Context: an optimization exercise on an open-source flow, tuned for a short achievable clock period and few clock cycles per item. The choices shown serve that exercise and are no tape-out recipe.
At most, simulation tests tie the RTL to the original design; equivalence was not proved.
Only the layout flow was run in runs 1, 6 and 7; the RTL was not checked for function there.
Power is estimated from default activity; no workload was simulated.

--- flow/config.mk ---
export PLATFORM = sky130hd
export DESIGN_NAME = most_rbc
export DESIGN_NICKNAME = most_rbc
export VERILOG_FILES = /design/flow/design.v
export SDC_FILE = /design/flow/constraint.sdc
export NUM_CORES = 4
export LEC_CHECK = 0
export CAP_MARGIN = 20
export CORE_MARGIN = 2
export CORE_UTILIZATION = 40
export SLEW_MARGIN = 20
--- flow/constraint.sdc ---
create_clock -name core_clock -period 10.0 [get_ports {clk}]
set_input_delay 2.0000 -clock core_clock [delete_from_list [all_inputs] [get_ports {clk}]]
set_output_delay 2.0000 -clock core_clock [all_outputs]
set_load 0.01 [all_outputs]
--- flow/design.v ---
module most_rbc (
    input  wire        clk,
    input  wire        rst,
    input  wire        req_valid,
    input  wire        req_op,             
    input  wire [1:0]  req_half,           
    input  wire [31:0] req_frames,         
    input  wire [31:0] req_ring_frames,    
    input  wire [31:0] req_period_frames,  
    input  wire [7:0]  req_width,          
    input  wire        req_endian,         
    input  wire [15:0] req_channels,       
    output reg         rsp_valid,
    output reg         rsp_err,
    output reg         rsp_pe,
    output reg  [31:0] rsp_bufpos,
    output reg  [31:0] rsp_perpos,
    output wire [1:0]  ring_half,
    output wire        ring_rd_en,
    output wire [31:0] ring_rd_addr,
    input  wire [7:0]  ring_rd_data,
    output wire        ring_wr_en,
    output wire [31:0] ring_wr_addr,
    output wire [7:0]  ring_wr_data,
    output wire        unit_rd_en,
    output wire [31:0] unit_rd_addr,
    input  wire [7:0]  unit_rd_data,
    output wire        unit_wr_en,
    output wire [31:0] unit_wr_addr,
    output wire [7:0]  unit_wr_data
);
    reg        h_ok    [0:3];    
    reg [31:0] h_rf    [0:3];    
    reg [31:0] h_pf    [0:3];    
    reg [17:0] h_fbm1  [0:3];    
    reg [1:0]  h_glast [0:3];    
    reg [31:0] h_bp    [0:3];    
    reg [31:0] h_pp    [0:3];    
    reg [31:0] h_bpb   [0:3];    
    reg [31:0] h_pab   [0:3];    
    reg        h_bpl   [0:3];    
    reg        h_ppl   [0:3];    
    reg        rst_q;
    reg        busy;
    reg        q_valid;
    reg        q_op;
    reg [1:0]  q_half;
    reg [31:0] q_n;
    reg [31:0] q_rf;
    reg [31:0] q_pf;
    reg [7:0]  q_width;
    reg        q_endian;
    reg [15:0] q_ch;
    reg        p_valid;
    reg [1:0]  p_half;
    reg        p_ok;
    reg [1:0]  p_glast;
    reg [1:0]  p_wsel;       
    reg [15:0] p_chm1;       
    reg [16:0] p_ch2;        
    reg [31:0] p_rf, p_pf;
    reg        p_rf1, p_pf1;
    reg        active;       
    reg        dir_tx;
    reg [1:0]  c_half;
    reg [1:0]  rhalf;        
    reg [31:0] ra;           
    reg [31:0] ua;           
    reg [31:0] pa;           
    reg [17:0] bcnt;         
    reg        frame_last;   
    reg [31:0] bp;           
    reg        bp_last;      
    reg [31:0] pp;           
    reg        pp_last;      
    reg        pe_acc;       
    reg [31:0] fl;           
    reg        fl_last;      
    reg [1:0]  k;            
    reg [31:0] c_rfm2, c_pfm2;
    reg        c_rf1, c_pf1;
    reg [17:0] c_fbm1;
    reg        c_fb1;
    reg [1:0]  c_glast;
    reg [2:0]  c_gstep;      
    reg        s1_valid, s1_last;
    reg [31:0] s1_addr;
    reg        s2_last;
    reg        ring_rd_en_q, unit_rd_en_q;
    reg        ring_wr_en_q, unit_wr_en_q;
    reg [31:0] wa;
    reg [7:0]  ring_data_q, unit_data_q;
    assign ring_half    = rhalf;
    assign ring_rd_en   = ring_rd_en_q;
    assign ring_rd_addr = ra;
    assign unit_rd_en   = unit_rd_en_q;
    assign unit_rd_addr = ua;
    assign ring_wr_en   = ring_wr_en_q;
    assign ring_wr_addr = wa;
    assign ring_wr_data = unit_data_q;
    assign unit_wr_en   = unit_wr_en_q;
    assign unit_wr_addr = wa;
    assign unit_wr_data = ring_data_q;
    reg        prep_ok;
    reg [1:0]  prep_glast;
    reg [1:0]  prep_wsel;
    always @(*) begin
        prep_ok    = 1'b1;
        prep_glast = 2'd0;
        prep_wsel  = 2'd0;
        case (q_width)
            8'd8:  begin prep_glast = 2'd0; prep_wsel = 2'd0; end
            8'd16: begin prep_glast = 2'd1; prep_wsel = 2'd1; end
            8'd24: begin prep_glast = 2'd2; prep_wsel = 2'd2; end
            8'd32: begin prep_glast = 2'd3; prep_wsel = 2'd3; end
            default: prep_ok = 1'b0;
        endcase
        if (q_endian)
            prep_glast = 2'd0;
        if (q_ch == 16'd0 || q_rf == 32'd0 || q_pf == 32'd0)
            prep_ok = 1'b0;
    end
    reg [17:0] p_fbm1;
    always @(*) begin
        case (p_wsel)
            2'd0:    p_fbm1 = {2'd0, p_chm1};
            2'd1:    p_fbm1 = {1'b0, p_chm1, 1'b1};
            2'd2:    p_fbm1 = {1'b0, p_ch2} + {2'd0, p_chm1};
            default: p_fbm1 = {p_chm1, 2'b11};
        endcase
    end
    wire [3:0] gt_rf, gt_pf;
    genvar gi;
    generate
        for (gi = 0; gi < 4; gi = gi + 1) begin : g_cmp
            assign gt_rf[gi] = q_n > h_rf[gi];
            assign gt_pf[gi] = q_n > h_pf[gi];
        end
    endgenerate
    wire copy_refused = !h_ok[q_half] || gt_rf[q_half] || gt_pf[q_half];
    wire copy_zero    = q_n == 32'd0;
    wire copy_go      = q_valid && q_op && !copy_refused && !copy_zero;
    wire rsp_now      = (q_valid && q_op && !copy_go) || p_valid || s2_last;
    wire byte_last = frame_last && fl_last;
    wire wrap      = frame_last && bp_last;    
    wire grp_last  = k == c_glast;
    always @(posedge clk) begin
        if (rst) begin
            busy         <= 1'b0;
            q_valid      <= 1'b0;
            p_valid      <= 1'b0;
            active       <= 1'b0;
            s1_valid     <= 1'b0;
            s1_last      <= 1'b0;
            s2_last      <= 1'b0;
            ring_rd_en_q <= 1'b0;
            unit_rd_en_q <= 1'b0;
            ring_wr_en_q <= 1'b0;
            unit_wr_en_q <= 1'b0;
            rsp_valid    <= 1'b0;
        end else begin
            q_valid   <= req_valid && !busy;
            p_valid   <= q_valid && !q_op;
            if (req_valid && !busy)
                busy <= 1'b1;
            if (rsp_now)
                busy <= 1'b0;
            rsp_valid <= rsp_now;
            if (copy_go) begin
                active       <= 1'b1;
                ring_rd_en_q <= q_half[0];
                unit_rd_en_q <= !q_half[0];
            end else if (active && byte_last) begin
                active       <= 1'b0;
                ring_rd_en_q <= 1'b0;
                unit_rd_en_q <= 1'b0;
            end
            s1_valid     <= active;
            s1_last      <= active && byte_last;
            ring_wr_en_q <= s1_valid && !dir_tx;
            unit_wr_en_q <= s1_valid && dir_tx;
            s2_last      <= s1_last;
        end
    end
    integer i;
    always @(posedge clk) begin
        rst_q <= rst;
        if (rst_q) begin
            for (i = 0; i < 4; i = i + 1) begin
                h_ok[i] <= 1'b0;
                h_bp[i] <= 32'd0;
                h_pp[i] <= 32'd0;
            end
        end else begin
            if (p_valid) begin
                h_ok[p_half] <= p_ok;
                h_bp[p_half] <= 32'd0;
                h_pp[p_half] <= 32'd0;
            end
            if (s1_last) begin
                h_bp[c_half] <= bp;
                h_pp[c_half] <= pp;
            end
        end
    end
    always @(posedge clk) begin
        q_op     <= req_op;
        q_half   <= req_half;
        q_n      <= req_frames;
        q_rf     <= req_ring_frames;
        q_pf     <= req_period_frames;
        q_width  <= req_width;
        q_endian <= req_endian;
        q_ch     <= req_channels;
        p_half  <= q_half;
        p_ok    <= prep_ok;
        p_glast <= prep_glast;
        p_wsel  <= prep_wsel;
        p_chm1  <= q_ch - 16'd1;
        p_ch2   <= {q_ch, 1'b0};
        p_rf    <= q_rf;
        p_pf    <= q_pf;
        p_rf1   <= q_rf == 32'd1;
        p_pf1   <= q_pf == 32'd1;
        if (p_valid) begin
            h_rf[p_half]    <= p_rf;
            h_pf[p_half]    <= p_pf;
            h_fbm1[p_half]  <= p_fbm1;
            h_glast[p_half] <= p_glast;
            h_bpb[p_half]   <= 32'd0;
            h_pab[p_half]   <= {30'd0, p_glast};
            h_bpl[p_half]   <= p_rf1;
            h_ppl[p_half]   <= p_pf1;
        end
        if (s1_last) begin
            h_bpb[c_half] <= ra;
            h_pab[c_half] <= pa;
            h_bpl[c_half] <= bp_last;
            h_ppl[c_half] <= pp_last;
        end
        rsp_err    <= s2_last ? 1'b0 : p_valid ? !p_ok : copy_refused;
        rsp_pe     <= s2_last && pe_acc;
        rsp_bufpos <= s2_last ? bp : p_valid ? 32'd0 : h_bp[q_half];
        rsp_perpos <= s2_last ? pp : p_valid ? 32'd0 : h_pp[q_half];
        rhalf <= q_valid ? q_half : c_half;
        if (active) begin
            ua <= ua + 32'd1;
            ra <= wrap ? 32'd0 : ra + 32'd1;
            if (!grp_last)
                pa <= pa - 32'd1;
            else if (wrap && !dir_tx)
                pa <= {30'd0, c_glast};
            else
                pa <= pa + {29'd0, c_gstep};
        end else begin
            ua <= 32'd0;
            ra <= h_bpb[q_half];
            pa <= q_half[0] ? {30'd0, h_glast[q_half]} : h_pab[q_half];
        end
        if (q_valid) begin
            dir_tx     <= q_half[0];
            c_half     <= q_half;
            bcnt       <= h_fbm1[q_half];
            frame_last <= h_fbm1[q_half] == 18'd0;
            bp         <= h_bp[q_half];
            bp_last    <= h_bpl[q_half];
            pp         <= h_pp[q_half];
            pp_last    <= h_ppl[q_half];
            pe_acc     <= 1'b0;
            fl         <= q_n;
            fl_last    <= q_n == 32'd1;
            k          <= 2'd0;
            c_rfm2     <= h_rf[q_half] - 32'd2;
            c_pfm2     <= h_pf[q_half] - 32'd2;
            c_rf1      <= h_rf[q_half] == 32'd1;
            c_pf1      <= h_pf[q_half] == 32'd1;
            c_fbm1     <= h_fbm1[q_half];
            c_fb1      <= h_fbm1[q_half] == 18'd0;
            c_glast    <= h_glast[q_half];
            c_gstep    <= {h_glast[q_half], 1'b1};
        end else if (active) begin
            k <= grp_last ? 2'd0 : k + 2'd1;
            if (frame_last) begin
                bcnt       <= c_fbm1;
                frame_last <= c_fb1;
                bp         <= bp_last ? 32'd0 : bp + 32'd1;
                bp_last    <= bp_last ? c_rf1 : (bp == c_rfm2);
                pp         <= pp_last ? 32'd0 : pp + 32'd1;
                pp_last    <= pp_last ? c_pf1 : (pp == c_pfm2);
                if (pp_last)
                    pe_acc <= 1'b1;
                fl         <= fl - 32'd1;
                fl_last    <= fl == 32'd2;
            end else begin
                bcnt       <= bcnt - 18'd1;
                frame_last <= bcnt == 18'd1;
            end
        end
        s1_addr     <= pa;
        wa          <= s1_addr;
        ring_data_q <= ring_rd_data;
        unit_data_q <= unit_rd_data;
    end
endmodule
--- flow/flow/run.sh ---
#!/bin/bash
# Standard layout with three changes to how it is made (SDC unchanged):
# timing repair keeps a setup margin beyond the design's, cell sizing may
# change a cell's footprint, and ports are buffered with buf_4 cells.
# Full make output goes to standard.log here.
set -uo pipefail
bash standard.sh SETUP_SLACK_MARGIN=7.0 MATCH_CELL_FOOTPRINT=0 \
  "BUFFER_PORTS_ARGS=-buffer_cell sky130_fd_sc_hd__buf_4" finish > standard.log 2>&1
--- flow/standard.sh ---
#!/bin/bash
# synth_recipe.tcl (not shown) runs the flow's synth.tcl, then flattens the netlist and writes it again
# the make line also repeats each setting of config.mk as NAME=value (left out here)
make -C /OpenROAD-flow-scripts/flow DESIGN_CONFIG=/design/flow/config.mk WORK_HOME=/design/flow/orfs CLKGATE_MAP_FILE= SYNTH_SCRIPT=/design/flow/synth_recipe.tcl "${@:-finish}"
==> results of run 1 <==
-- state kept, by name, summed over array words and instances, names as in the netlist, 64 cells and up --
register / count
h_bp: 128
h_rf: 128
h_bpb: 128
h_fbm1: 72
h_pf: 128
h_pp: 128
h_pab: 64
-- worst max-delay path: stages, from the launching register on --
cell and delay (ns):
edfxtp_1 0.40, buf_6 0.15, buf_6 0.12
-- layer usage --
layer / wire length, µm / global-route usage (%) / up-vias / share of wire (%)
li1: - / - / 19200 / -
met1: 80700 / 29.5 / 20800 / 45
met2: 82900 / 33.3 / 1259 / 46
met3: 10500 / 3.22 / 241 / 5.9
met4: 5150 / 6.66 / 2 / 2.9
met5: 11 / 0 / - / 0.0061
-- area by class of cell --
cell class | instances | area, µm²
clock inverter | 75 | 860
fill | 14200 | 83300
antenna | 3 | 7.51
tap | 2175 | 2720
multi-input combinational | 2933 | 24200
timing repair buffer | 600 | 5750
clock buffer | 227 | 4690
sequential | 1490 | 40400
inverter | 332 | 1260
-- power by group --
group          leakage (µW)  internal [µW]  switching (µW)
registers            0.0138           6780             236
logic                0.0141            482             507
clock network       0.00271           3660            2530
-- repair_timing --
action / 4_1_cts / 5_1_grt
pin swaps: 44 / 37
hold buffers: 0 / 0
setup endpoints to repair: 662 / 388
gates cloned: 8 / 1
gates resized for setup: 590 / 118
endpoints found under the hold margin: 0 / 0
buffers inserted: 128 / 62
-- per-stage QoR --
stage          instance area [µm²]  setup WS [ns]  hold slack (ns)  util (%)
2_1_floorplan                65900           5.86            0.310         -
3_3_place_gp                 70400           5.66            0.312      43.1
3_5_place_dp                 70400           5.62            0.313      43.1
4_1_cts                      78900           6.45            0.327      48.3
5_1_grt                      79900           6.46            0.328      49.0
6_report                     79900           6.53            0.324      49.0
-- cells in the final DEF (no fill, tap or decap), drive strengths merged, types with 43 or more instances in the layout --
master and count:
edfxtp 1003, buf 593, dfxtp 487, and2 476, inv 339, nand2 295
ha 285, clkbuf 234, mux4 198, o21ai 195, xnor2 168, nor2 166
xor2 164, a21oi 132, nand3 107, nand4 82, nor4 79, nor3 72
a22o 66, clkinv 43
-- worst paths after layout --
kind	startpoint	end	slack, ns
max	rhalf[0]	ring_half[0]	6.53
min	s1_addr[11]	wa[11]	0.32
max reg2reg	q_half[1]	c_rfm2[30]	6.78
min reg2reg	s1_addr[11]	wa[11]	0.32
-- Yosys cell counts (8+ instances only) --
cell type     n
a211oi_1     15
a21boi_0     10
a21o_1       34
a21oi_1     132
a221oi_1      9
a22o_1       66
a22oi_1       8
a31oi_1      11
and2_1      474
and3_1       32
and4_1       11
buf_1        18
buf_2        22
buf_4        36
buf_6        10
clkbuf_1    204
dfxtp_1     487
edfxtp_1   1003
ha_1        285
inv_1       331
mux2_2       17
mux2i_1      35
mux4_2      198
nand2_1     295
nand2b_1     17
nand3_1     104
nand3b_1     12
nand4_1      82
nor2_1      162
nor2b_1      21
nor3_1       69
nor3b_1       9
nor4_1       74
o211ai_1     11
o21ai_0     189
o21bai_1      8
o221ai_1     14
o22ai_1      40
o31ai_1       8
or2_2        15
or3_1        34
or4_1        13
xnor2_1     167
xor2_1      164
-- cells by family (layout without fill, tap and decap cells) --
group | Yosys count | count (layout) | share of synthesized area [%]
and+or+nand+nor | 1466 | 1467 | 12.3
AOI/OAI and AO/OA | 597 | 597 | 5.74
other | 0 | 3 | 0
xor gates and xnor gates | 332 | 332 | 4.43
buffers and inverters | 623 | 1234 | 3.92
DFF | 1490 | 1490 | 60.6
muxes | 250 | 250 | 7.60
adders and majority gates | 287 | 287 | 5.48
==> flow_metrics.env, run 1 <==
export IMPL_post_drt_wl_per_cell_um=22.9
export IMPL_cts_path_max_buffers=3
export IMPL_cellPowerDensity_nw_per_um2=178
export IMPL_rsz0062_at_grt="true"
export IMPL_syn_avg_cell_area_um2=13.0
export IMPL_skew_ns=0.0397
export IMPL_tns_ns=0
export IMPL_ant_nets=0
export IMPL_slew_violations=0
export IMPL_finalSetupViolations=0
export IMPL_cts_sinks=1490
export IMPL_synth_area_leaders="edfxtp_1 (46%), dfxtp_1 (15%), mux4_2 (6.8%), ha_1 (5.4%), and2_1 (4.5%)"
export IMPL_grt_first_pass_wirelength_mm=266
export IMPL_yosysTopAreaCell="edfxtp_1"
export IMPL_cts_root_buf="clkbuf_16"
export IMPL_antenna_found_initial=7
export IMPL_htreeDepth=4
export IMPL_fin_cells=7835
export IMPL_clock_fmax_mhz=288
export IMPL_ys_flop_type="edfxtp_1"
export IMPL_via_per_inst=5.30
export IMPL_vias=41500
export IMPL_drive_above_1_share_pct=25.9
export IMPL_initial_core_util_pct=40.3
export IMPL_dp_hpwl_mm=114
export IMPL_period_share_pct=34.7
export IMPL_synth_ff_latch_count=1490
export IMPL_finalWeightedCongestion=0.882
export IMPL_hp_class="reg2reg"
export IMPL_arrival_ns=1.47
export IMPL_die_area_um2=168000
export IMPL_grt_pass1_vias=41200
export IMPL_grt_overflow=0
export IMPL_wl_mm=179
export IMPL_yosysUniqueCellTypes=92
export IMPL_min_path_cells=0
export IMPL_drtPass1Iterations=5
export IMPL_nets=5949
export IMPL_worstSetupEndpointType="primary output"
export IMPL_grt_max_degree=136
export IMPL_syn_inst=5045
export IMPL_ir_drop_mv=0.187
export IMPL_drc_errors=0
export IMPL_synth_edf_count=1003
export IMPL_clk_latency_ns=0.82
export IMPL_worst_pin_slew_ns=1.09
export IMPL_cp_max_fo=2
export IMPL_critPathKind="reg2out"
export IMPL_cp_data_required_time_ns=8.00
export IMPL_slew_headroom_pct=27.2
export IMPL_ios=360
export IMPL_yosysWarningCount=1
export IMPL_area_growth_pct=21.4
export IMPL_num_rows=148
export IMPL_async_flop_share_pct=0
export IMPL_placedCellCount=7329
export IMPL_die_h_um=410
export IMPL_track_usage_pct=21.0
export IMPL_synth_top_cell_area_share_pct=45.8
export IMPL_core_area_um2=163000
export IMPL_syn_area_um2=65800
export IMPL_reg2regPathDepth=10
export IMPL_hold_viol=0
export IMPL_drt_iter0_markers=3535
export IMPL_yosysSeqAreaShare_pct=60.6
export IMPL_setup_worst_path_start_class="flop"
export IMPL_total_power_uw=14200
export IMPL_die_w_um=410
export IMPL_place_port_buffers=359
export IMPL_cap_viol_max_count=0
export IMPL_status="timing/DRC/antenna clean"
export IMPL_power_leakage_uw=0.0306
export IMPL_period_needed_ns=3.47
export IMPL_synth_fp_nets=5475
export IMPL_clkTransAtPathRegs_ns=0.06
export IMPL_cts_tree="yes"
export IMPL_cts_buffers=162
==> run 2, diff against run 1 <==
--- a/flow/design.v
+++ b/flow/design.v
@@ -37,7 +37,7 @@
     reg [31:0] h_bp    [0:3];    
     reg [31:0] h_pp    [0:3];    
     reg [31:0] h_bpb   [0:3];    
-    reg [31:0] h_pab   [0:3];    
+    reg [31:0] h_pab   [0:1];    
     reg        h_bpl   [0:3];    
     reg        h_ppl   [0:3];    
     reg        rst_q;
@@ -228,13 +228,15 @@
             h_fbm1[p_half]  <= p_fbm1;
             h_glast[p_half] <= p_glast;
             h_bpb[p_half]   <= 32'd0;
-            h_pab[p_half]   <= {30'd0, p_glast};
+            if (!p_half[0])
+                h_pab[p_half[1]] <= {30'd0, p_glast};
             h_bpl[p_half]   <= p_rf1;
             h_ppl[p_half]   <= p_pf1;
         end
         if (s1_last) begin
             h_bpb[c_half] <= ra;
-            h_pab[c_half] <= pa;
+            if (!dir_tx)
+                h_pab[c_half[1]] <= pa;
             h_bpl[c_half] <= bp_last;
             h_ppl[c_half] <= pp_last;
         end
@@ -242,7 +244,7 @@
         rsp_pe     <= s2_last && pe_acc;
         rsp_bufpos <= s2_last ? bp : p_valid ? 32'd0 : h_bp[q_half];
         rsp_perpos <= s2_last ? pp : p_valid ? 32'd0 : h_pp[q_half];
-        rhalf <= q_valid ? q_half : c_half;
+        rhalf <= (q_valid && q_op) ? q_half : c_half;
         if (active) begin
             ua <= ua + 32'd1;
             ra <= wrap ? 32'd0 : ra + 32'd1;
@@ -255,7 +257,7 @@
         end else begin
             ua <= 32'd0;
             ra <= h_bpb[q_half];
-            pa <= q_half[0] ? {30'd0, h_glast[q_half]} : h_pab[q_half];
+            pa <= q_half[0] ? {30'd0, h_glast[q_half]} : h_pab[q_half[1]];
         end
         if (q_valid) begin
             dir_tx     <= q_half[0];
--- a/flow/config.mk
+++ b/flow/config.mk
@@ -7,5 +7,5 @@
 export LEC_CHECK = 0
 export CAP_MARGIN = 20
 export CORE_MARGIN = 2
-export CORE_UTILIZATION = 40
+export CORE_UTILIZATION = 60
 export SLEW_MARGIN = 20
==> run 2 against run 1 <==
Net effect:
- power shrank 2.5%
- wire length shrank 4.0%
- non-clock buffer count shrank 9
- sequential cell count grew 2
- still clean on timing, DRC and antenna
- combinational power grew 0.6%
- worst setup slack gained 0.20 ns
- largest cell class unchanged
- highest routed layer is now met4
==> flow_metrics.env, run 2 <==
export IMPL_critPathKind="reg2out"
export IMPL_cellPowerDensity_nw_per_um2=176
export IMPL_final_area_um2=78600
export IMPL_slowest_delay_ns=0.38
export IMPL_seq_area_um2=40400
export IMPL_drc_errors=0
export IMPL_setup_worst_path_start_class="flop"
export IMPL_power_internal_uw=10700
export IMPL_swShare_pct=22.7
export IMPL_power_switching_uw=3140
export IMPL_fillCellCount=7373
export IMPL_via_per_inst=5.98
export IMPL_synth_edf_count=1003
export IMPL_hold_viol=0
export IMPL_ir_drop_mv=0.179
export IMPL_cp_cell_sequence="buf_6"
export IMPL_ios=360
export IMPL_drive_above_1_share_pct=25.9
export IMPL_finalSetupViolations=0
export IMPL_clkTransAtPathRegs_ns=0.06
export IMPL_wl_mm=172
export IMPL_combPwrFrac_pct=7.2
export IMPL_hold_slack_ns=0.324
export IMPL_arrival_ns=1.27
export IMPL_yosysSeqAreaShare_pct=60.6
export IMPL_grt_pass1_vias=41800
export IMPL_slew_headroom_pct=26.9
export IMPL_finalWeightedCongestion=0.938
export IMPL_synth_fp_nets=5469
export IMPL_drtPass1Iterations=7
export IMPL_cts_root_buf="clkbuf_16"
export IMPL_area_growth_pct=19.4
export IMPL_post_drt_wl_per_cell_um=24.4
export IMPL_htreeDepth=4
export IMPL_holdBufCountCts=0
export IMPL_ant_nets=0
export IMPL_vias=42200
export IMPL_final_cell_mix="edfxtp_1 (1003), and2_1 (450), buf_4 (333)"
export IMPL_hp_class="reg2reg"
export IMPL_cap_viol_max_count=0
export IMPL_yosysWarningCount=1
export IMPL_power_leakage_uw=0.0305
export IMPL_clk_latency_ns=0.76
export IMPL_syn_avg_cell_area_um2=13.1
export IMPL_grt_max_degree=138
export IMPL_final_common_cell="edfxtp_1"
export IMPL_syn_area_um2=65900
export IMPL_syn_inst=5039
export IMPL_multi_input_area_um2=24400
export IMPL_p_clk_share_pct=42.0
export IMPL_worstSetupEndpointType="primary output"
export IMPL_synth_top_cell_area_share_pct=45.7
export IMPL_status="timing/DRC/antenna clean"
export IMPL_path_delay_family="flip-flops"
export IMPL_cp_max_fo=2
export IMPL_ys_flop_type="edfxtp_1"
export IMPL_period_needed_ns=3.27
export IMPL_worst_pin_slew_ns=1.10
export IMPL_rsz0062_at_grt="true"
export IMPL_num_rows=121
export IMPL_cp_data_required_time_ns=8.00
export IMPL_cp_slowest_cell="dfxtp_4"
export IMPL_grt_overflow=0
export IMPL_initial_core_util_pct=60.5
export IMPL_synth_ff_latch_count=1492
export IMPL_die_area_um2=112000
export IMPL_synth_common_cells="edfxtp_1 (1003), dfxtp_1 (489), and2_1 (452)"
export IMPL_slew_violations=0
export IMPL_die_h_um=335
export IMPL_die_w_um=335
export IMPL_synth_most_common_cell="edfxtp_1"
export IMPL_yosysUniqueCellTypes=87
export IMPL_track_usage_pct=30.5
export IMPL_core_area_um2=109000
export IMPL_cts_sinks=1492
export IMPL_cts_tree="yes"
export IMPL_cts_path_max_buffers=3
export IMPL_skew_ns=0.0232
export IMPL_yosysTopAreaCell="edfxtp_1"
export IMPL_async_flop_share_pct=0
export IMPL_period_share_pct=32.7
export IMPL_antenna_found_initial=2
export IMPL_path_buf_inv=1
export IMPL_dp_hpwl_mm=110
export IMPL_seq_power_share_pct=50.8
export IMPL_clock_fmax_mhz=306
export IMPL_nets=5933
export IMPL_grt_first_pass_wirelength_mm=258
export IMPL_cts_buffers=155
export IMPL_drt_iter0_markers=3836
export IMPL_dpl_cell_area_um2=69600
export IMPL_final_util_pct=72.2
export IMPL_place_port_buffers=359
export IMPL_tns_ns=0
export IMPL_synth_area_leaders="edfxtp_1 (46%), dfxtp_1 (15%), mux4_2 (6.7%), ha_1 (5.4%), and2_1 (4.3%)"
-- run 2: cell count changes in the layout (fill, tap and decap cells not counted), sizes merged, moves of 6 or more --
cell | previous run | this run
clkbuf | 234 | 228
a221oi | 9 | 17
xor2 | 164 | 170
a21oi | 132 | 126
nor2 | 166 | 160
and2 | 476 | 455
bufinv | 14 | 8
buf | 593 | 585
or3 | 36 | 29
or4 | 14 | 6
o21bai | 8 | 2
o22ai | 40 | 49
and4 | 11 | 18
nor3 | 72 | 99
-- run 2: cell families (layout without fill, tap and decap cells) --
group | Yosys count | count (layout) | synth area share, %
DFF | 1492 | 1492 | 60.6
xor gates and xnor gates | 334 | 334 | 4.44
adders and majority gates | 287 | 287 | 5.48
other | 0 | 3 | 0
muxes | 253 | 253 | 7.65
and+or+nand+nor | 1469 | 1469 | 12.2
AOI/OAI and AO/OA | 592 | 592 | 5.70
buffers and inverters | 612 | 1208 | 3.89
-- run 2: per-stage QoR --
stage | setup WS (ns) | power [µW] | std cells
after floorplan | 5.91 | 7620 | 5039
after global placement | 5.14 | 7990 | 6579
after detailed placement | 5.06 | 8010 | 6579
after CTS | 6.70 | 13900 | 6987
after global routing | 6.71 | 14200 | 7049
final | 6.73 | 13800 | 7052
-- run 2: repair_timing --
item / CTS / global route
pin swaps: 24 / 54
setup endpoints to repair: 520 / 339
gates cloned: 5 / 1
setup buffers: 114 / 61
resized for setup: 550 / 169
-- run 2: power groups by stage --
stage,Combinational [µW],Clock (µW),Sequential (µW)
after global placement,823,0,7160
after CTS,959,5880,7030
after detailed placement,836,0,7170
after global routing,1080,6110,7060
after floorplan,571,0,7050
final,995,5810,7040
-- run 2: cell type report --
cell class / instances / share of cell area (%)
Sequential cell: 1492 / 51.3
Timing Repair Buffer: 591 / 7.20
Antenna cell: 3 / 0.00955
Clock buffer: 222 / 5.82
Clock inverter: 67 / 0.772
Tap cell: 1414 / 2.25
Inverter: 328 / 1.58
Multi-Input combinational cell: 2935 / 31.0
-- run 2: worst paths after layout --
path	from	endpoint	slack (ns)	depth (start not counted)
setup / recovery	ring_rd_en_q	ring_rd_en	6.73	1
hold / removal	s1_addr[13]	wa[13]	0.32	0
setup reg to reg	q_half[0]	c_pfm2[26]	6.89	11
hold reg to reg	s1_addr[13]	wa[13]	0.32	0
-- run 2: routing by layer --
layer / part of all wire (%) / track usage [%] / routed length, µm / vias to the layer above
met5: 0 / 0 / 0 / -
met4: 3.1 / 9.84 / 5390 / 0
met3: 7.4 / 5.08 / 12800 / 268
met2: 47 / 49.0 / 81500 / 1582
met1: 42 / 42.8 / 72500 / 21100
li1: - / - / - / 19200
-- run 2: worst register-to-register path: stages, from the launching register on --
cell	delay [ns]
dfxtp_4	0.42
buf_16	0.15
buf_12	0.13
mux4_2	0.56
nor4_4	0.34
nor4b_4	0.27
nand2b_1	0.10
or2_4	0.28
nor2_4	0.17
and2_4	0.25
nand2_2	0.07
xnor2_1	0.12
Testbench counts of run 2, summed over its fixed seeds: cycles 1,583,080, bytes 1,567,162.
==> run 3, diff against run 2 <==
--- a/flow/config.mk
+++ b/flow/config.mk
@@ -7,5 +7,7 @@
 export LEC_CHECK = 0
 export CAP_MARGIN = 20
 export CORE_MARGIN = 2
-export CORE_UTILIZATION = 60
+export CORE_UTILIZATION = 70
+export CTS_CLUSTER_DIAMETER = 60
+export CTS_CLUSTER_SIZE = 20
 export SLEW_MARGIN = 20
==> run 3 against run 2 <==
Net effect:
- final cell count shrank 3.1%
- global-route usage grew 4.3 points
- area after synthesis is the same
- worst setup slack gained 0.037 ns
- die area shrank 14%
- non-clock buffer count grew 23
- utilization grew 10 points
- highest routed layer unchanged
- still clean on timing, DRC and antenna
- sequential cell count is the same
- hold slack gained 0.0043 ns
- critical endpoint is now rsp_err
- clock skew shrank 0.0039 ns
==> flow_metrics.env, run 3 <==
export IMPL_final_cell_mix="edfxtp_1 (1003), and2_1 (451), buf_4 (355)"
export IMPL_cts_path_max_buffers=3
export IMPL_slew_violations=0
export IMPL_via_per_inst=6.38
export IMPL_synth_top_cell_area_share_pct=45.7
export IMPL_die_w_um=311
export IMPL_syn_area_um2=65900
export IMPL_wl_mm=173
export IMPL_synth_edf_count=1003
export IMPL_rsz0062_at_grt="true"
export IMPL_final_common_cell="edfxtp_1"
export IMPL_worst_pin_slew_ns=1.22
export IMPL_grt_overflow=0
export IMPL_cellPowerDensity_nw_per_um2=163
export IMPL_grt_pass1_vias=42600
export IMPL_path_buf_inv=1
export IMPL_track_usage_pct=34.8
export IMPL_ys_flop_type="edfxtp_1"
export IMPL_synth_ff_latch_count=1492
export IMPL_synth_most_common_cell="edfxtp_1"
export IMPL_grt_max_degree=82
export IMPL_initial_core_util_pct=70.6
export IMPL_ios=360
export IMPL_clk_latency_ns=0.73
export IMPL_tns_ns=0
export IMPL_async_flop_share_pct=0
export IMPL_drc_errors=0
export IMPL_area_growth_pct=17.2
export IMPL_drive_above_1_share_pct=25.6
export IMPL_yosysWarningCount=1
export IMPL_vias=43600
export IMPL_worstSetupEndpointType="primary output"
export IMPL_syn_avg_cell_area_um2=13.1
export IMPL_nets=5913
export IMPL_hp_class="reg2reg"
export IMPL_place_port_buffers=359
export IMPL_holdBufCountCts=0
export IMPL_cp_slowest_cell="dfxtp_4"
export IMPL_fin_ws_ns=6.77
export IMPL_ant_nets=0
export IMPL_synth_fp_nets=5469
export IMPL_slowest_delay_ns=0.40
export IMPL_cap_viol_max_count=0
export IMPL_ir_drop_mv=0.185
export IMPL_syn_inst=5039
export IMPL_htreeDepth=3
export IMPL_drt_iter0_markers=5192
export IMPL_cts_root_buf="clkbuf_16"
export IMPL_die_h_um=311
export IMPL_power_leakage_uw=0.0299
export IMPL_path_delay_family="flip-flops"
export IMPL_period_needed_ns=3.23
export IMPL_finalSetupViolations=0
export IMPL_die_area_um2=96600
export IMPL_placedCellCount=6411
export IMPL_skew_ns=0.0194
export IMPL_synth_common_cells="edfxtp_1 (1003), dfxtp_1 (489), and2_1 (452)"
export IMPL_yosysUniqueCellTypes=87
export IMPL_yosysTopAreaCell="edfxtp_1"
export IMPL_dp_slack_ns=5.60
export IMPL_cp_max_fo=1
export IMPL_clock_fmax_mhz=309
export IMPL_cts_buffers=108
export IMPL_drtPass1Iterations=8
export IMPL_cp_cell_sequence="buf_6"
export IMPL_synth_area_leaders="edfxtp_1 (46%), dfxtp_1 (15%), mux4_2 (6.7%), ha_1 (5.4%), and2_1 (4.3%)"
export IMPL_finalWeightedCongestion=0.937
export IMPL_status="timing/DRC/antenna clean"
export IMPL_antenna_found_initial=0
export IMPL_cts_tree="yes"
export IMPL_diodes=0
export IMPL_clkTransAtPathRegs_ns=0.08
export IMPL_arrival_ns=1.23
export IMPL_core_area_um2=93300
export IMPL_setup_worst_path_start_class="flop"
export IMPL_num_rows=112
export IMPL_yosysSeqAreaShare_pct=60.6
export IMPL_cts_sinks=1492
export IMPL_fin_cells=6833
export IMPL_grt_first_pass_wirelength_mm=256
export IMPL_hold_viol=0
export IMPL_slew_headroom_pct=18.4
export IMPL_dp_hpwl_mm=104
export IMPL_period_share_pct=32.3
export IMPL_critPathKind="reg2out"
export IMPL_cp_data_required_time_ns=8.00
export IMPL_post_drt_wl_per_cell_um=25.3
-- run 3: cell counts after synthesis --
Identical to the previous run, type by type.
-- run 3: path summary, 6_finish.rpt --
path	from	to	slack, ns	depth (start not counted)
setup / recovery	rsp_err	rsp_err	6.77	1
hold / removal	s1_addr[16]	wa[16]	0.33	0
setup reg to reg	q_half[0]	c_pfm2[27]	6.90	12
hold reg to reg	s1_addr[16]	wa[16]	0.33	0
-- run 3: where the power goes --
part	total (µW)	switching (µW)	internal, µW
clock network	4530	2320	2210
logic	1020	524	494
registers	7020	237	6790
total	12600	3080	9490
-- run 3: metal layers --
metal / global-route usage (%) / wire length, µm / share of wire, %
met1: 47.7 / 64900 / 38
met2: 55.8 / 82400 / 48
met3: 7.42 / 19300 / 11
met4: 12.5 / 6400 / 3.7
met5: 0 / 0 / 0
-- run 3: final cells by class --
class / instances / area, µm²
timing repair buffer: 614 / 5870
inverter: 328 / 1240
sequential: 1492 / 40400
clock buffer: 136 / 2930
timing repair inverter: 1 / 7.51
fill: 4922 / 16200
multi-input combinational: 2938 / 24500
clock inverter: 70 / 676
tap: 1254 / 1570
-- run 3: through the flow --
step                hold WS, ns  instance area, µm²  util, %  total power [µW]
floorplan                 0.310               65900        -              7620
finish                    0.329               77200     82.7             12600
global placement          0.311               69300     74.3              7960
global route              0.331               77200     82.7             12900
detailed placement        0.312               69300     74.3              7990
CTS                       0.327               75600     81.0             12500
-- run 3: timing repair --
item	in CTS	in global routing
cloned	11	3
setup buffers	114	88
gates resized for setup	537	177
endpoints found under the setup margin	599	449
pin swaps	20	65
-- run 3: cell families after synthesis --
kind of cell | after synthesis | synth area share [%]
multiplexers | 253 | 7.65
flip-flops | 1492 | 60.6
AND/OR/NAND/NOR | 1469 | 12.2
AO/OA/AOI/OAI | 592 | 5.70
adder cells (fa/ha/maj) | 287 | 5.48
XOR/XNOR | 334 | 4.44
buffers and inverters | 612 | 3.89
==> run 4, diff against run 3 <==
--- a/flow/config.mk
+++ b/flow/config.mk
@@ -7,7 +7,7 @@
 export LEC_CHECK = 0
 export CAP_MARGIN = 20
 export CORE_MARGIN = 2
-export CORE_UTILIZATION = 70
+export CORE_UTILIZATION = 60
 export CTS_CLUSTER_DIAMETER = 60
 export CTS_CLUSTER_SIZE = 20
 export SLEW_MARGIN = 20
==> run 4 against run 3 <==
Net effect:
- hold slack got worse by 0.011 ns
- final area rose by 0.91%
- critical path depth did not move
- sequential cell count did not move
- critical endpoint unchanged
- largest cell class unchanged
==> flow_metrics.env, run 4 <==
export IMPL_swShare_pct=24.6
export IMPL_die_area_um2=112000
export IMPL_ir_drop_mv=0.180
export IMPL_period_share_pct=32.5
export IMPL_critPathKind="reg2out"
export IMPL_cp_startpoint="rsp_err"
export IMPL_drive_above_1_share_pct=25.7
export IMPL_nets=5905
export IMPL_path_delay_family="flip-flops"
export IMPL_synth_ff_latch_count=1492
export IMPL_final_util_pct=71.5
export IMPL_worst_pin_slew_ns=1.11
export IMPL_finalSetupViolations=0
export IMPL_async_flop_share_pct=0
export IMPL_final_cell_mix="edfxtp_1 (1003), and2_1 (450), buf_4 (337)"
export IMPL_yosysSeqAreaShare_pct=60.6
export IMPL_power_switching_uw=3220
export IMPL_area_growth_pct=18.2
export IMPL_wl_mm=172
export IMPL_synth_area_leaders="edfxtp_1 (46%), dfxtp_1 (15%), mux4_2 (6.7%), ha_1 (5.4%), and2_1 (4.3%)"
export IMPL_drc_errors=0
export IMPL_cp_cell_sequence="buf_6"
export IMPL_cap_viol_max_count=0
export IMPL_period_needed_ns=3.25
export IMPL_place_port_buffers=359
export IMPL_rsz0062_at_grt="true"
export IMPL_via_per_inst=6.01
export IMPL_grt_first_pass_wirelength_mm=256
export IMPL_clock_fmax_mhz=308
export IMPL_cts_tree="yes"
export IMPL_yosysUniqueCellTypes=87
export IMPL_cts_sinks=1492
export IMPL_die_w_um=335
export IMPL_skew_ns=0.0276
export IMPL_slew_violations=0
export IMPL_antenna_found_initial=2
export IMPL_synth_top_cell_area_share_pct=45.7
export IMPL_synth_fp_nets=5469
export IMPL_power_internal_uw=9870
export IMPL_slew_headroom_pct=26.3
export IMPL_drt_iter0_markers=4042
export IMPL_syn_avg_cell_area_um2=13.1
export IMPL_htreeDepth=3
export IMPL_regToRegSetupSlack_ns=6.86
export IMPL_cts_buffers=121
export IMPL_core_area_um2=109000
export IMPL_worstHoldStart="s1_addr[5]"
export IMPL_power_leakage_uw=0.0301
export IMPL_worstSetupEndpointType="primary output"
export IMPL_ys_flop_type="edfxtp_1"
export IMPL_ant_nets=0
export IMPL_syn_area_um2=65900
export IMPL_cp_slowest_cell="dfxtp_4"
export IMPL_clk_latency_ns=0.74
export IMPL_tns_ns=0
export IMPL_seq_power_share_pct=53.7
export IMPL_cts_root_buf="clkbuf_16"
export IMPL_syn_inst=5039
export IMPL_cellPowerDensity_nw_per_um2=168
export IMPL_final_common_cell="edfxtp_1"
export IMPL_ios=360
export IMPL_reg2reg_from="q_half[0]"
export IMPL_yosysWarningCount=1
export IMPL_finalWeightedCongestion=0.938
export IMPL_cp_max_fo=1
export IMPL_hp_class="reg2reg"
export IMPL_synth_common_cells="edfxtp_1 (1003), dfxtp_1 (489), and2_1 (452)"
export IMPL_dp_hpwl_mm=110
export IMPL_num_rows=121
export IMPL_synth_most_common_cell="edfxtp_1"
export IMPL_fillCellCount=7404
export IMPL_synth_edf_count=1003
export IMPL_setup_worst_path_start_class="flop"
export IMPL_vias=42100
export IMPL_hold_viol=0
export IMPL_arrival_ns=1.25
export IMPL_drtPass1Iterations=7
export IMPL_status="timing/DRC/antenna clean"
export IMPL_clkTransAtPathRegs_ns=0.08
export IMPL_track_usage_pct=30.3
export IMPL_initial_core_util_pct=60.5
export IMPL_grt_max_degree=138
export IMPL_cts_path_max_buffers=3
export IMPL_combPwrFrac_pct=7.7
export IMPL_grt_overflow=0
export IMPL_die_h_um=335
export IMPL_path_buf_inv=1
export IMPL_grt_pass1_vias=41400
export IMPL_post_drt_wl_per_cell_um=24.5
export IMPL_yosysTopAreaCell="edfxtp_1"
export IMPL_cp_data_required_time_ns=8.00
export IMPL_slowest_delay_ns=0.40
export IMPL_p_clk_share_pct=38.7
## run 4: cell types whose count changed in the layout (fill, tap and decap cells not counted), moves of 5 or more
cell,previous run,this run
clkinv_8,4,11
buf_12,9,14
buf_4,355,337
clkbuf_1,20,13
clkbuf_16,122,132
clkinv_2,5,10
## run 4: final timing paths
check / end / cells past startpoint
max: rsp_err / 1
min: wa[5] / 0
max reg2reg: c_rfm2[31] / 12
min reg2reg: wa[5] / 0
## run 4: layer usage
layer | track usage (%) | vias to the layer above | wire, µm
met1 | 43.0 | 21000 | 72400
met4 | 9.99 | 0 | 5710
met3 | 4.19 | 289 | 12800
met5 | 0 | - | 0
met2 | 48.6 | 1600 | 80700
li1 | - | 19200 | -
## run 4: area by class of cell
cell class / count / area, µm² / share of cell area [%]
sequential: 1492 / 40400 / 51.9
clock inverter: 90 / 1040 / 1.34
clock buffer: 142 / 3240 / 4.17
timing repair buffer: 597 / 5750 / 7.39
inverter: 328 / 1240 / 1.59
multi-input combinational: 2935 / 24400 / 31.4
tap: 1414 / 1770 / 2.27
antenna: 3 / 7.51 / 0.00964
## run 4: kinds of logic after synthesis
group	synth area share [%]
fa+ha+maj	5.48
simple gates	12.2
xor+xnor	4.44
compound gates	5.70
mux	7.65
flops	60.6
buf+inv	3.89
## run 4: what timing repair did
| item | 4_1_cts | 5_1_grt |
|---|---|---|
| endpoints found under the setup margin | 520 | 353 |
| hold endpoints to repair | 0 | 0 |
| pin swaps | 27 | 55 |
| gates resized for setup | 548 | 180 |
| hold buffers | 0 | 0 |
| cloned | 5 | 1 |
| buffers inserted | 127 | 54 |
## run 4: through the flow
| step | area (µm²) | std cells | worst slack (ns) | power, µW | hold WS (ns) |
|---|---|---|---|---|---|
| after floorplan | 65900 | 5039 | 5.91 | 7620 | 0.310 |
| after global placement | 69600 | 6579 | 5.14 | 7990 | 0.310 |
| after detailed placement | 69600 | 6579 | 5.06 | 8010 | 0.312 |
| after CTS | 76600 | 6943 | 6.73 | 13100 | 0.319 |
| after global routing | 77900 | 6998 | 6.74 | 13500 | 0.318 |
| final | 77900 | 7001 | 6.75 | 13100 | 0.318 |
## run 4: power by group through the flow
stage                     logic [µW]  registers, µW  clock network, µW
after global routing            1090           7050               5380
after CTS                        964           7020               5140
after global placement           823           7160                  0
after floorplan                  571           7050                  0
final                           1000           7020               5060
after detailed placement         836           7170                  0
==> run 5, diff against run 4 <==
--- a/flow/config.mk
+++ b/flow/config.mk
@@ -7,7 +7,7 @@
 export LEC_CHECK = 0
 export CAP_MARGIN = 20
 export CORE_MARGIN = 2
-export CORE_UTILIZATION = 60
-export CTS_CLUSTER_DIAMETER = 60
-export CTS_CLUSTER_SIZE = 20
+export CORE_UTILIZATION = 70
+export CTS_CLUSTER_DIAMETER = 80
+export CTS_CLUSTER_SIZE = 28
 export SLEW_MARGIN = 20
==> run 5 against run 4 <==
Net effect:
- clock skew up 0.0042 ns
- non-clock buffer count rose by 15
- final cell count shrank 3.7%
- sequential cell count unchanged
- combinational power is essentially flat
- worst setup slack improved by 0.018 ns
- largest power group unchanged
==> flow_metrics.env, run 5 <==
export IMPL_skew_ns=0.0318
export IMPL_hold_viol=0
export IMPL_yosysUniqueCellTypes=87
export IMPL_slew_violations=0
export IMPL_ios=360
export IMPL_worst_pin_slew_ns=1.23
export IMPL_synth_most_common_cell="edfxtp_1"
export IMPL_slowest_delay_ns=0.40
export IMPL_grt_pass1_vias=41800
export IMPL_syn_inst=5039
export IMPL_via_per_inst=6.35
export IMPL_period_share_pct=32.3
export IMPL_critPathKind="reg2out"
export IMPL_syn_area_um2=65900
export IMPL_power_leakage_uw=0.0289
export IMPL_vias=42800
export IMPL_place_port_buffers=359
export IMPL_post_drt_wl_per_cell_um=25.2
export IMPL_ys_flop_type="edfxtp_1"
export IMPL_rsz0062_at_grt="true"
export IMPL_final_common_cell="edfxtp_1"
export IMPL_holdBufCountCts=0
export IMPL_yosysWarningCount=1
export IMPL_path_buf_inv=1
export IMPL_synth_top_cell_area_share_pct=45.7
export IMPL_drc_errors=0
export IMPL_ir_drop_mv=0.181
export IMPL_fin_cells=6741
export IMPL_period_needed_ns=3.23
export IMPL_synth_fp_nets=5469
export IMPL_initial_core_util_pct=70.6
export IMPL_grt_overflow=0
export IMPL_setup_worst_path_start_class="flop"
export IMPL_fin_ws_ns=6.77
export IMPL_die_area_um2=96600
export IMPL_cp_slowest_cell="dfxtp_4"
export IMPL_antenna_found_initial=0
export IMPL_syn_avg_cell_area_um2=13.1
export IMPL_htreeDepth=2
export IMPL_drt_iter0_markers=4986
export IMPL_status="timing/DRC/antenna clean"
export IMPL_final_util_pct=80.7
export IMPL_cellPowerDensity_nw_per_um2=148
export IMPL_final_cell_mix="edfxtp_1 (1003), and2_1 (451), buf_4 (349)"
export IMPL_cts_sinks=1492
export IMPL_hold_slack_ns=0.329
export IMPL_dp_slack_ns=5.60
export IMPL_async_flop_share_pct=0
export IMPL_dp_hpwl_mm=104
export IMPL_ant_nets=0
export IMPL_die_h_um=311
export IMPL_num_rows=112
export IMPL_clkTransAtPathRegs_ns=0.11
export IMPL_synth_common_cells="edfxtp_1 (1003), dfxtp_1 (489), and2_1 (452)"
export IMPL_core_area_um2=93300
export IMPL_finalWeightedCongestion=0.937
export IMPL_cts_buffers=61
export IMPL_wl_mm=170
export IMPL_drtPass1Iterations=6
export IMPL_cts_root_buf="clkbuf_16"
export IMPL_finalSetupViolations=0
export IMPL_yosysTopAreaCell="edfxtp_1"
export IMPL_clk_latency_ns=0.74
export IMPL_grt_first_pass_wirelength_mm=252
export IMPL_clock_fmax_mhz=310
export IMPL_cp_data_required_time_ns=8.00
export IMPL_path_delay_family="flip-flops"
export IMPL_grt_max_degree=82
export IMPL_synth_edf_count=1003
export IMPL_cp_cell_sequence="buf_6"
export IMPL_tns_ns=0
export IMPL_cap_viol_max_count=0
export IMPL_drive_above_1_share_pct=23.9
export IMPL_cp_max_fo=1
export IMPL_synth_ff_latch_count=1492
export IMPL_yosysSeqAreaShare_pct=60.6
export IMPL_die_w_um=311
export IMPL_nets=5864
export IMPL_slew_headroom_pct=18.0
export IMPL_area_growth_pct=14.4
export IMPL_worstSetupEndpointType="primary output"
export IMPL_hp_class="reg2reg"
export IMPL_track_usage_pct=34.2
export IMPL_cts_path_max_buffers=3
export IMPL_arrival_ns=1.23
export IMPL_synth_area_leaders="edfxtp_1 (46%), dfxtp_1 (15%), mux4_2 (6.7%), ha_1 (5.4%), and2_1 (4.3%)"
export IMPL_cts_tree="yes"
export IMPL_placedCellCount=6411
[run 5: cell counts after synthesis]
No cell type changed its count.
[run 5: final timing paths]
path	startpoint	end	slack [ns]	cells after the start
max	rsp_err	rsp_err	6.77	1
min	s1_addr[8]	wa[8]	0.33	0
max reg2reg	h_pf[1][27]	active	6.90	11
min reg2reg	s1_addr[8]	wa[8]	0.33	0
[run 5: metrics by stage]
step	total power (µW)	instance area (µm²)
CTS	11100	74100
floorplan	7620	65900
detailed placement	7990	69300
finish	11200	75300
global placement	7960	69300
global route	11500	75300
[run 5: routing by layer]
metal	wire length (µm)	GRT usage [%]	up-vias
met4	6070	10.9	0
met3	17400	6.07	333
met1	65400	47.8	21200
li1	-	-	19000
met2	80800	55.4	2288
met5	0	0	-
[run 5: cells by family (layout without fill, tap and decap cells)]
family                   count (synthesis)  in the layout  share of synthesized area, %
adder cells (fa/ha/maj)                287            287                          5.48
buffers and inverters                  612           1056                          3.89
multiplexers                           253            253                          7.65
other                                    0              1                             0
AND/OR/NAND/NOR                       1469           1472                          12.2
flip-flops                            1492           1492                          60.6
XOR/XNOR                               334            334                          4.44
AO/OA/AOI/OAI                          592            592                          5.70
[run 5: where the power goes]
group | internal, µW | switching (µW)
Clock | 1270 | 1870
Sequential | 6790 | 234
Combinational | 495 | 519
Total | 8550 | 2620
[run 5: area by class of cell]
class                   count  area (µm²)
diodes                      1        2.50
clock buffers             104        1820
clock inverters            11        86.3
fillers                  5263       18000
inverters                 328        1240
multi-input cells        2938       24400
flip-flops and latches   1492       40400
well taps                1254        1570
repair buffers            612        5880
repair inverters            1        7.51
[run 5: what timing repair did]
item	CTS	global route
hold endpoints to repair	0	0
pin swaps	18	54
gates cloned	12	2
resized for setup	539	160
endpoints found under the setup margin	592	434
setup buffers	128	71
==> run 6, diff against run 5 <==
--- a/flow/design.v
+++ b/flow/design.v
@@ -37,7 +37,6 @@
     reg [31:0] h_bp    [0:3];    
     reg [31:0] h_pp    [0:3];    
     reg [31:0] h_bpb   [0:3];    
-    reg [31:0] h_pab   [0:1];    
     reg        h_bpl   [0:3];    
     reg        h_ppl   [0:3];    
     reg        rst_q;
@@ -54,12 +53,9 @@
     reg        p_valid;
     reg [1:0]  p_half;
     reg        p_ok;
-    reg [1:0]  p_glast;
     reg [1:0]  p_wsel;       
     reg [15:0] p_chm1;       
     reg [16:0] p_ch2;        
-    reg [31:0] p_rf, p_pf;
-    reg        p_rf1, p_pf1;
     reg        active;       
     reg        dir_tx;
     reg [1:0]  c_half;
@@ -140,6 +136,7 @@
     wire copy_refused = !h_ok[q_half] || gt_rf[q_half] || gt_pf[q_half];
     wire copy_zero    = q_n == 32'd0;
     wire copy_go      = q_valid && q_op && !copy_refused && !copy_zero;
+    wire prep_go      = q_valid && !q_op;
     wire rsp_now      = (q_valid && q_op && !copy_go) || p_valid || s2_last;
     wire byte_last = frame_last && fl_last;
     wire wrap      = frame_last && bp_last;    
@@ -192,10 +189,10 @@
                 h_pp[i] <= 32'd0;
             end
         end else begin
-            if (p_valid) begin
-                h_ok[p_half] <= p_ok;
-                h_bp[p_half] <= 32'd0;
-                h_pp[p_half] <= 32'd0;
+            if (prep_go) begin
+                h_ok[q_half] <= prep_ok;
+                h_bp[q_half] <= 32'd0;
+                h_pp[q_half] <= 32'd0;
             end
             if (s1_last) begin
                 h_bp[c_half] <= bp;
@@ -214,29 +211,21 @@
         q_ch     <= req_channels;
         p_half  <= q_half;
         p_ok    <= prep_ok;
-        p_glast <= prep_glast;
         p_wsel  <= prep_wsel;
         p_chm1  <= q_ch - 16'd1;
         p_ch2   <= {q_ch, 1'b0};
-        p_rf    <= q_rf;
-        p_pf    <= q_pf;
-        p_rf1   <= q_rf == 32'd1;
-        p_pf1   <= q_pf == 32'd1;
-        if (p_valid) begin
-            h_rf[p_half]    <= p_rf;
-            h_pf[p_half]    <= p_pf;
-            h_fbm1[p_half]  <= p_fbm1;
-            h_glast[p_half] <= p_glast;
-            h_bpb[p_half]   <= 32'd0;
-            if (!p_half[0])
-                h_pab[p_half[1]] <= {30'd0, p_glast};
-            h_bpl[p_half]   <= p_rf1;
-            h_ppl[p_half]   <= p_pf1;
+        if (prep_go) begin
+            h_rf[q_half]    <= q_rf;
+            h_pf[q_half]    <= q_pf;
+            h_glast[q_half] <= prep_glast;
+            h_bpb[q_half]   <= 32'd0;
+            h_bpl[q_half]   <= q_rf == 32'd1;
+            h_ppl[q_half]   <= q_pf == 32'd1;
         end
+        if (p_valid)
+            h_fbm1[p_half]  <= p_fbm1;
         if (s1_last) begin
             h_bpb[c_half] <= ra;
-            if (!dir_tx)
-                h_pab[c_half[1]] <= pa;
             h_bpl[c_half] <= bp_last;
             h_ppl[c_half] <= pp_last;
         end
@@ -257,7 +246,7 @@
         end else begin
             ua <= 32'd0;
             ra <= h_bpb[q_half];
-            pa <= q_half[0] ? {30'd0, h_glast[q_half]} : h_pab[q_half[1]];
+            pa <= (q_half[0] ? 32'd0 : h_bpb[q_half]) + {30'd0, h_glast[q_half]};
         end
         if (q_valid) begin
             dir_tx     <= q_half[0];
--- a/flow/config.mk
+++ b/flow/config.mk
@@ -8,6 +8,6 @@
 export CAP_MARGIN = 20
 export CORE_MARGIN = 2
 export CORE_UTILIZATION = 70
-export CTS_CLUSTER_DIAMETER = 80
-export CTS_CLUSTER_SIZE = 28
+export CTS_CLUSTER_DIAMETER = 40
+export CTS_CLUSTER_SIZE = 12
 export SLEW_MARGIN = 20
==> run 6 against run 5 <==
Net effect:
- die area shrank 4.3%
- area after synthesis shrank 4.3%
- power grew 21%
- via count grew 4.4%
- sequential share of layout area shrank 5.1 points
- wire length grew 7.5%
- global-route usage grew 4.1 points
- critical path depth grew 10
- final area grew 1.6%
- sequential cell count shrank 132
- synthesized cell count shrank 1.5%
- largest cell class unchanged
- highest routed layer unchanged
==> flow_metrics.env, run 6 <==
export IMPL_yosysTopAreaCell="edfxtp_1"
export IMPL_slowest_delay_ns=0.48
export IMPL_grt_pass1_vias=43900
export IMPL_synth_edf_count=939
export IMPL_finalWeightedCongestion=0.940
export IMPL_synth_ff_latch_count=1360
export IMPL_power_leakage_uw=0.0299
export IMPL_rsz0062_at_grt="true"
export IMPL_cellPowerDensity_nw_per_um2=177
export IMPL_seq_area_um2=37100
export IMPL_ant_nets=0
export IMPL_yosysUniqueCellTypes=100
export IMPL_final_cell_mix="edfxtp_1 (939), and2_1 (409), buf_4 (392)"
export IMPL_initial_core_util_pct=70.3
export IMPL_final_area_um2=76500
export IMPL_cp_startpoint="q_half[0]"
export IMPL_path_delay_family="simple AND/OR/NAND/NOR gates"
export IMPL_cp_data_required_time_ns=10.60
export IMPL_drt_iter0_markers=5968
export IMPL_hp_class="reg2reg"
export IMPL_core_area_um2=89600
export IMPL_worstSetupEndpointType="flop"
export IMPL_reg2reg_from="q_half[0]"
export IMPL_final_common_cell="edfxtp_1"
export IMPL_nets=5969
export IMPL_period_share_pct=33.9
export IMPL_cts_tree="yes"
export IMPL_drc_errors=0
export IMPL_setup_worst_path_start_class="flop"
export IMPL_grt_overflow=0
export IMPL_clock_fmax_mhz=295
export IMPL_arrival_ns=3.98
export IMPL_slew_violations=0
export IMPL_antenna_found_initial=3
export IMPL_syn_inst=4963
export IMPL_synth_area_leaders="edfxtp_1 (45%), dfxtp_1 (13%), mux4_2 (6.5%), ha_1 (5.7%), and2_1 (4.1%)"
export IMPL_cp_slowest_cell="or4_4"
export IMPL_track_usage_pct=38.3
export IMPL_period_needed_ns=3.39
export IMPL_grt_first_pass_wirelength_mm=267
export IMPL_cap_viol_max_count=0
export IMPL_cts_path_max_buffers=3
export IMPL_dpl_cell_area_um2=66400
export IMPL_via_per_inst=6.52
export IMPL_yosysSeqAreaShare_pct=58.1
export IMPL_vias=44700
export IMPL_drtPass1Iterations=8
export IMPL_tns_ns=0
export IMPL_cts_buffers=166
export IMPL_status="timing/DRC/antenna clean"
export IMPL_place_port_buffers=359
export IMPL_path_buf_inv=3
export IMPL_drive_above_1_share_pct=27.5
export IMPL_clk_latency_ns=0.78
export IMPL_worstHoldStart="s1_addr[19]"
export IMPL_ir_drop_mv=0.205
export IMPL_die_w_um=304
export IMPL_grt_max_degree=104
export IMPL_slew_headroom_pct=22.2
export IMPL_die_area_um2=92400
export IMPL_finalSetupViolations=0
export IMPL_yosysWarningCount=1
export IMPL_clkTransAtPathRegs_ns=0.06
export IMPL_synth_common_cells="edfxtp_1 (939), dfxtp_1 (421), and2_1 (411)"
export IMPL_hold_slack_ns=0.308
export IMPL_syn_avg_cell_area_um2=12.7
export IMPL_hold_viol=0
export IMPL_cts_root_buf="clkbuf_16"
export IMPL_multi_input_area_um2=24700
export IMPL_num_rows=110
export IMPL_cts_sinks=1360
export IMPL_cp_max_fo=21
export IMPL_synth_most_common_cell="edfxtp_1"
export IMPL_die_h_um=304
export IMPL_cp_cell_sequence="buf_4, buf_12, buf_16, mux4_1, nand3_2, or4_4, nor4b_4, nand4_4, nor3_2, xor2_1, o221ai_1"
export IMPL_synth_fp_nets=5396
export IMPL_wl_mm=182
export IMPL_critPathKind="reg2reg"
export IMPL_ys_flop_type="edfxtp_1"
export IMPL_syn_area_um2=63000
export IMPL_ios=360
export IMPL_htreeDepth=4
export IMPL_synth_top_cell_area_share_pct=44.8
export IMPL_area_growth_pct=21.5
export IMPL_fillCellCount=4318
export IMPL_skew_ns=0.0267
export IMPL_worst_pin_slew_ns=1.16
export IMPL_post_drt_wl_per_cell_um=26.6
export IMPL_dp_hpwl_mm=106
export IMPL_async_flop_share_pct=0
==> run 6: cell types whose count changed in the layout (fill, tap and decap cells not counted), sizes merged, moves of 14 or more <==
cell    change
nor2       +31
a21oi      +22
and2       -42
edfxtp     -64
clkbuf    +129
nand2      +22
mux2i      -14
dfxtp      -68
inv        +19
buf        +60
or4        +15
clkinv     +28
==> run 6: what timing repair did <==
| item | CTS | global route |
|---|---|---|
| hold buffers | 0 | 0 |
| pin swaps | 36 | 52 |
| cloned | 15 | 1 |
| setup buffers | 164 | 95 |
| gates resized for setup | 554 | 161 |
| setup endpoints to repair | 1016 | 457 |
==> run 6: cell type report <==
class                      instances  area share [%]
inverter                         329            1.62
timing repair buffer             676            8.62
multi-input combinational       3003            32.3
tap                             1176            1.92
antenna                            2         0.00654
clock inverter                    79            1.08
clock buffer                     229            6.01
sequential                      1360            48.5
==> run 6: cell families (layout without fill, tap and decap cells) <==
kind of cell / after synthesis / in the layout / share of synthesized area (%)
AOI/OAI and AO/OA: 634 / 634 / 6.37
xor gates and xnor gates: 340 / 340 / 4.74
adders and majority gates: 290 / 290 / 5.80
buffers and inverters: 602 / 1313 / 4.10
DFF: 1360 / 1360 / 58.1
muxes: 234 / 234 / 7.65
other: 0 / 2 / 0
and+or+nand+nor: 1503 / 1505 / 13.2
==> run 6: final timing paths <==
check	endpoint	slack, ns	depth (start not counted)
worst min register to register	wa[19]	0.31	0
worst min-delay path	wa[19]	0.31	0
worst max-delay path	pa[23]	6.61	11
worst max register to register	pa[23]	6.61	11
==> run 6: where the power goes <==
group,leakage [µW],switching [µW],internal (µW),total [µW]
Clock,0.00262,2410,3510,5920
Combinational,0.0147,592,532,1120
Sequential,0.0126,247,6240,6490
Total,0.0299,3240,10300,13500
==> run 6: routing by layer <==
metal	vias up	track usage [%]	wire length, µm
met5	-	0	0
met4	0	16.6	9290
met3	594	9.19	21700
met2	3063	59.5	83700
met1	21700	52.2	67700
li1	19300	-	-
==> run 6: stage by stage <==
stage	power (µW)	setup WS [ns]	utilization, %	cells
2_1_floorplan	7100	5.77	-	4963
3_3_place_gp	7460	5.34	74.1	6268
3_5_place_dp	7490	5.17	74.1	6269
4_1_cts	13400	6.70	83.9	6756
5_1_grt	13900	6.49	85.4	6852
6_report	13500	6.61	85.4	6854
==> run 7, diff against run 6 <==
--- a/flow/config.mk
+++ b/flow/config.mk
@@ -8,6 +8,6 @@
 export CAP_MARGIN = 20
 export CORE_MARGIN = 2
 export CORE_UTILIZATION = 70
-export CTS_CLUSTER_DIAMETER = 40
-export CTS_CLUSTER_SIZE = 12
+export CTS_CLUSTER_DIAMETER = 60
+export CTS_CLUSTER_SIZE = 20
 export SLEW_MARGIN = 20
==> run 7 against run 6 <==
Net effect:
- first-iteration DRC count decreased by 7.7%
- sequential power about the same
- maximum frequency increased by 2.3%
- wire length decreased by 5.2%
- clock power decreased by 28%
- synthesized cell count unchanged
- die area unchanged
- clock skew increased by 0.017 ns
- critical endpoint is now c_rfm2[22]
- highest routed layer unchanged
==> flow_metrics.env, run 7 <==
export IMPL_grt_overflow=0
export IMPL_synth_fp_nets=5396
export IMPL_via_per_inst=6.44
export IMPL_worst_pin_slew_ns=1.25
export IMPL_cts_sinks=1360
export IMPL_min_path_cells=0
export IMPL_worstSetupEndpointType="flop"
export IMPL_arrival_ns=3.77
export IMPL_place_port_buffers=359
export IMPL_period_share_pct=33.1
export IMPL_final_area_um2=73800
export IMPL_cellPowerDensity_nw_per_um2=160
export IMPL_slew_headroom_pct=15.7
export IMPL_critPathKind="reg2reg"
export IMPL_power_switching_uw=2970
export IMPL_antenna_found_initial=1
export IMPL_initial_core_util_pct=70.3
export IMPL_dp_slack_ns=5.17
export IMPL_power_internal_uw=8870
export IMPL_regToRegSetupSlack_ns=6.69
export IMPL_die_h_um=304
export IMPL_cts_path_max_buffers=3
export IMPL_rr_endpoint="c_rfm2[22]"
export IMPL_cts_tree="yes"
export IMPL_die_w_um=304
export IMPL_rsz0062_at_grt="true"
export IMPL_period_needed_ns=3.31
export IMPL_finalWeightedCongestion=0.940
export IMPL_dp_hpwl_mm=106
export IMPL_drtPass1Iterations=6
export IMPL_ios=360
export IMPL_synth_area_leaders="edfxtp_1 (45%), dfxtp_1 (13%), mux4_2 (6.5%), ha_1 (5.7%), and2_1 (4.1%)"
export IMPL_grt_first_pass_wirelength_mm=256
export IMPL_wl_mm=173
export IMPL_track_usage_pct=36.6
export IMPL_multi_input_area_um2=24500
export IMPL_slew_violations=0
export IMPL_skew_ns=0.0435
export IMPL_clkTransAtPathRegs_ns=0.08
export IMPL_final_util_pct=82.4
export IMPL_final_common_cell="edfxtp_1"
export IMPL_ant_nets=0
export IMPL_setup_worst_path_start_class="flop"
export IMPL_yosysSeqAreaShare_pct=58.1
export IMPL_swShare_pct=25.1
export IMPL_seq_area_um2=37100
export IMPL_worstHoldStart="s1_addr[19]"
export IMPL_dpl_cell_area_um2=66400
export IMPL_cp_max_fo=9
export IMPL_vias=43100
export IMPL_fillCellCount=4873
export IMPL_cts_buffers=101
export IMPL_clk_latency_ns=0.73
export IMPL_synth_ff_latch_count=1360
export IMPL_synth_edf_count=939
export IMPL_reg2reg_from="q_half[0]"
export IMPL_synth_top_cell_area_share_pct=44.8
export IMPL_core_area_um2=89600
export IMPL_fin_ws_ns=6.69
export IMPL_drt_iter0_markers=5506
export IMPL_hold_viol=0
export IMPL_power_leakage_uw=0.0286
export IMPL_syn_avg_cell_area_um2=12.7
export IMPL_hold_end="wa[19]"
export IMPL_hold_slack_ns=0.309
export IMPL_combPwrFrac_pct=9.2
export IMPL_synth_most_common_cell="edfxtp_1"
export IMPL_cts_root_buf="clkbuf_16"
export IMPL_htreeDepth=3
export IMPL_drive_above_1_share_pct=25.4
export IMPL_grt_max_degree=104
export IMPL_ys_flop_type="edfxtp_1"
export IMPL_drc_errors=0
export IMPL_seq_power_share_pct=54.7
export IMPL_status="timing/DRC/antenna clean"
export IMPL_p_clk_share_pct=36.1
export IMPL_synth_common_cells="edfxtp_1 (939), dfxtp_1 (421), and2_1 (411)"
export IMPL_ir_drop_mv=0.214
export IMPL_cap_viol_max_count=0
export IMPL_grt_pass1_vias=42100
export IMPL_yosysTopAreaCell="edfxtp_1"
export IMPL_post_drt_wl_per_cell_um=25.8
export IMPL_area_growth_pct=17.2
export IMPL_yosysWarningCount=1
export IMPL_clock_fmax_mhz=302
export IMPL_finalSetupViolations=0
export IMPL_tns_ns=0
export IMPL_syn_area_um2=63000
export IMPL_syn_inst=4963
export IMPL_die_area_um2=92400
export IMPL_num_rows=110
export IMPL_hp_class="reg2reg"
export IMPL_nets=5864
export IMPL_async_flop_share_pct=0
export IMPL_cp_data_required_time_ns=10.46
export IMPL_final_cell_mix="edfxtp_1 (939), and2_1 (409), buf_4 (375)"
export IMPL_reg2regPathDepth=12
export IMPL_yosysUniqueCellTypes=100
==> run 7: layer usage <==
| layer | vias up | track usage, % | routed length [µm] |
|---|---|---|---|
| met5 | - | 0 | 0 |
| met4 | 0 | 14.3 | 7140 |
| met3 | 420 | 6.68 | 19300 |
| met2 | 2549 | 56.7 | 79900 |
| met1 | 21100 | 52.0 | 66500 |
| li1 | 19000 | - | - |
==> run 7: worst max-delay path, cell delays in order, from the launching register on <==
cell and delay, ns:
dfxtp_4 0.41, buf_4 0.16, buf_12 0.14, buf_6 0.13
clkbuf_16 0.17, buf_4 0.15, mux4_2 0.34, or3_4 0.38
nor4_4 0.38, and2_4 0.23, nand2_4 0.09, or3_4 0.34
xnor2_2 0.13
==> run 7: logic make-up after synthesis <==
| logic type | Yosys count | synth area share [%] |
|---|---|---|
| and+or+nand+nor | 1503 | 13.2 |
| AOI/OAI and AO/OA | 634 | 6.37 |
| buffers and inverters | 602 | 4.10 |
| adders and majority gates | 290 | 5.80 |
| xor gates and xnor gates | 340 | 4.74 |
| muxes | 234 | 7.65 |
| DFF | 1360 | 58.1 |
==> run 7: layout make-up <==
class | instances | share of cell area, %
repair buffers | 636 | 8.29
multi-input cells | 3003 | 33.1
well taps | 1176 | 1.99
flip-flops and latches | 1360 | 50.2
clock inverters | 62 | 0.918
diodes | 1 | 0.00339
clock buffers | 129 | 3.76
inverters | 329 | 1.68
==> run 7: worst max path at each step <==
stage          slack [ns]         end  depth (start not counted)  startpoint
3_3_place_gp         5.34      pa[28]                         14   q_half[1]
3_5_place_dp         5.17      pa[28]                         14   q_half[1]
5_1_grt              6.58      pa[26]                         12   q_half[0]
4_1_cts              6.75     rsp_err                          1     rsp_err
6_report             6.69  c_rfm2[22]                         12   q_half[0]
2_1_floorplan        5.77      pa[29]                         21   q_half[0]
==> run 7: power groups by stage <==
| stage | registers [µW] | clock network [µW] | logic [µW] |
|---|---|---|---|
| final | 6480 | 4280 | 1090 |
| after global routing | 6490 | 4500 | 1170 |
| after CTS | 6470 | 4290 | 1040 |
| after detailed placement | 6600 | 0 | 891 |
| after global placement | 6590 | 0 | 867 |
| after floorplan | 6490 | 0 | 613 |
==> run 7: repair_timing <==
item                       in CTS  in global routing
hold buffers                    0                  0
gates cloned                   13                  1
pin swaps                      28                 41
gates resized for setup       545                110
setup endpoints to repair    1016                359
buffers inserted              143                 78
==> run 7: stage by stage <==
stage	total power [µW]	cells
global placement	7460	6268
CTS	11800	6616
detailed placement	7490	6269
floorplan	7100	4963
finish	11800	6696
global route	12200	6695

Setup slack of run 7, layout unchanged: 6.689 ns with ideal ports, 6.683 ns with driving cells assumed (clock clkbuf_16, inputs buf_2), 6.689 ns with port delays also shifted by the 0.780 ns mid clock arrival.
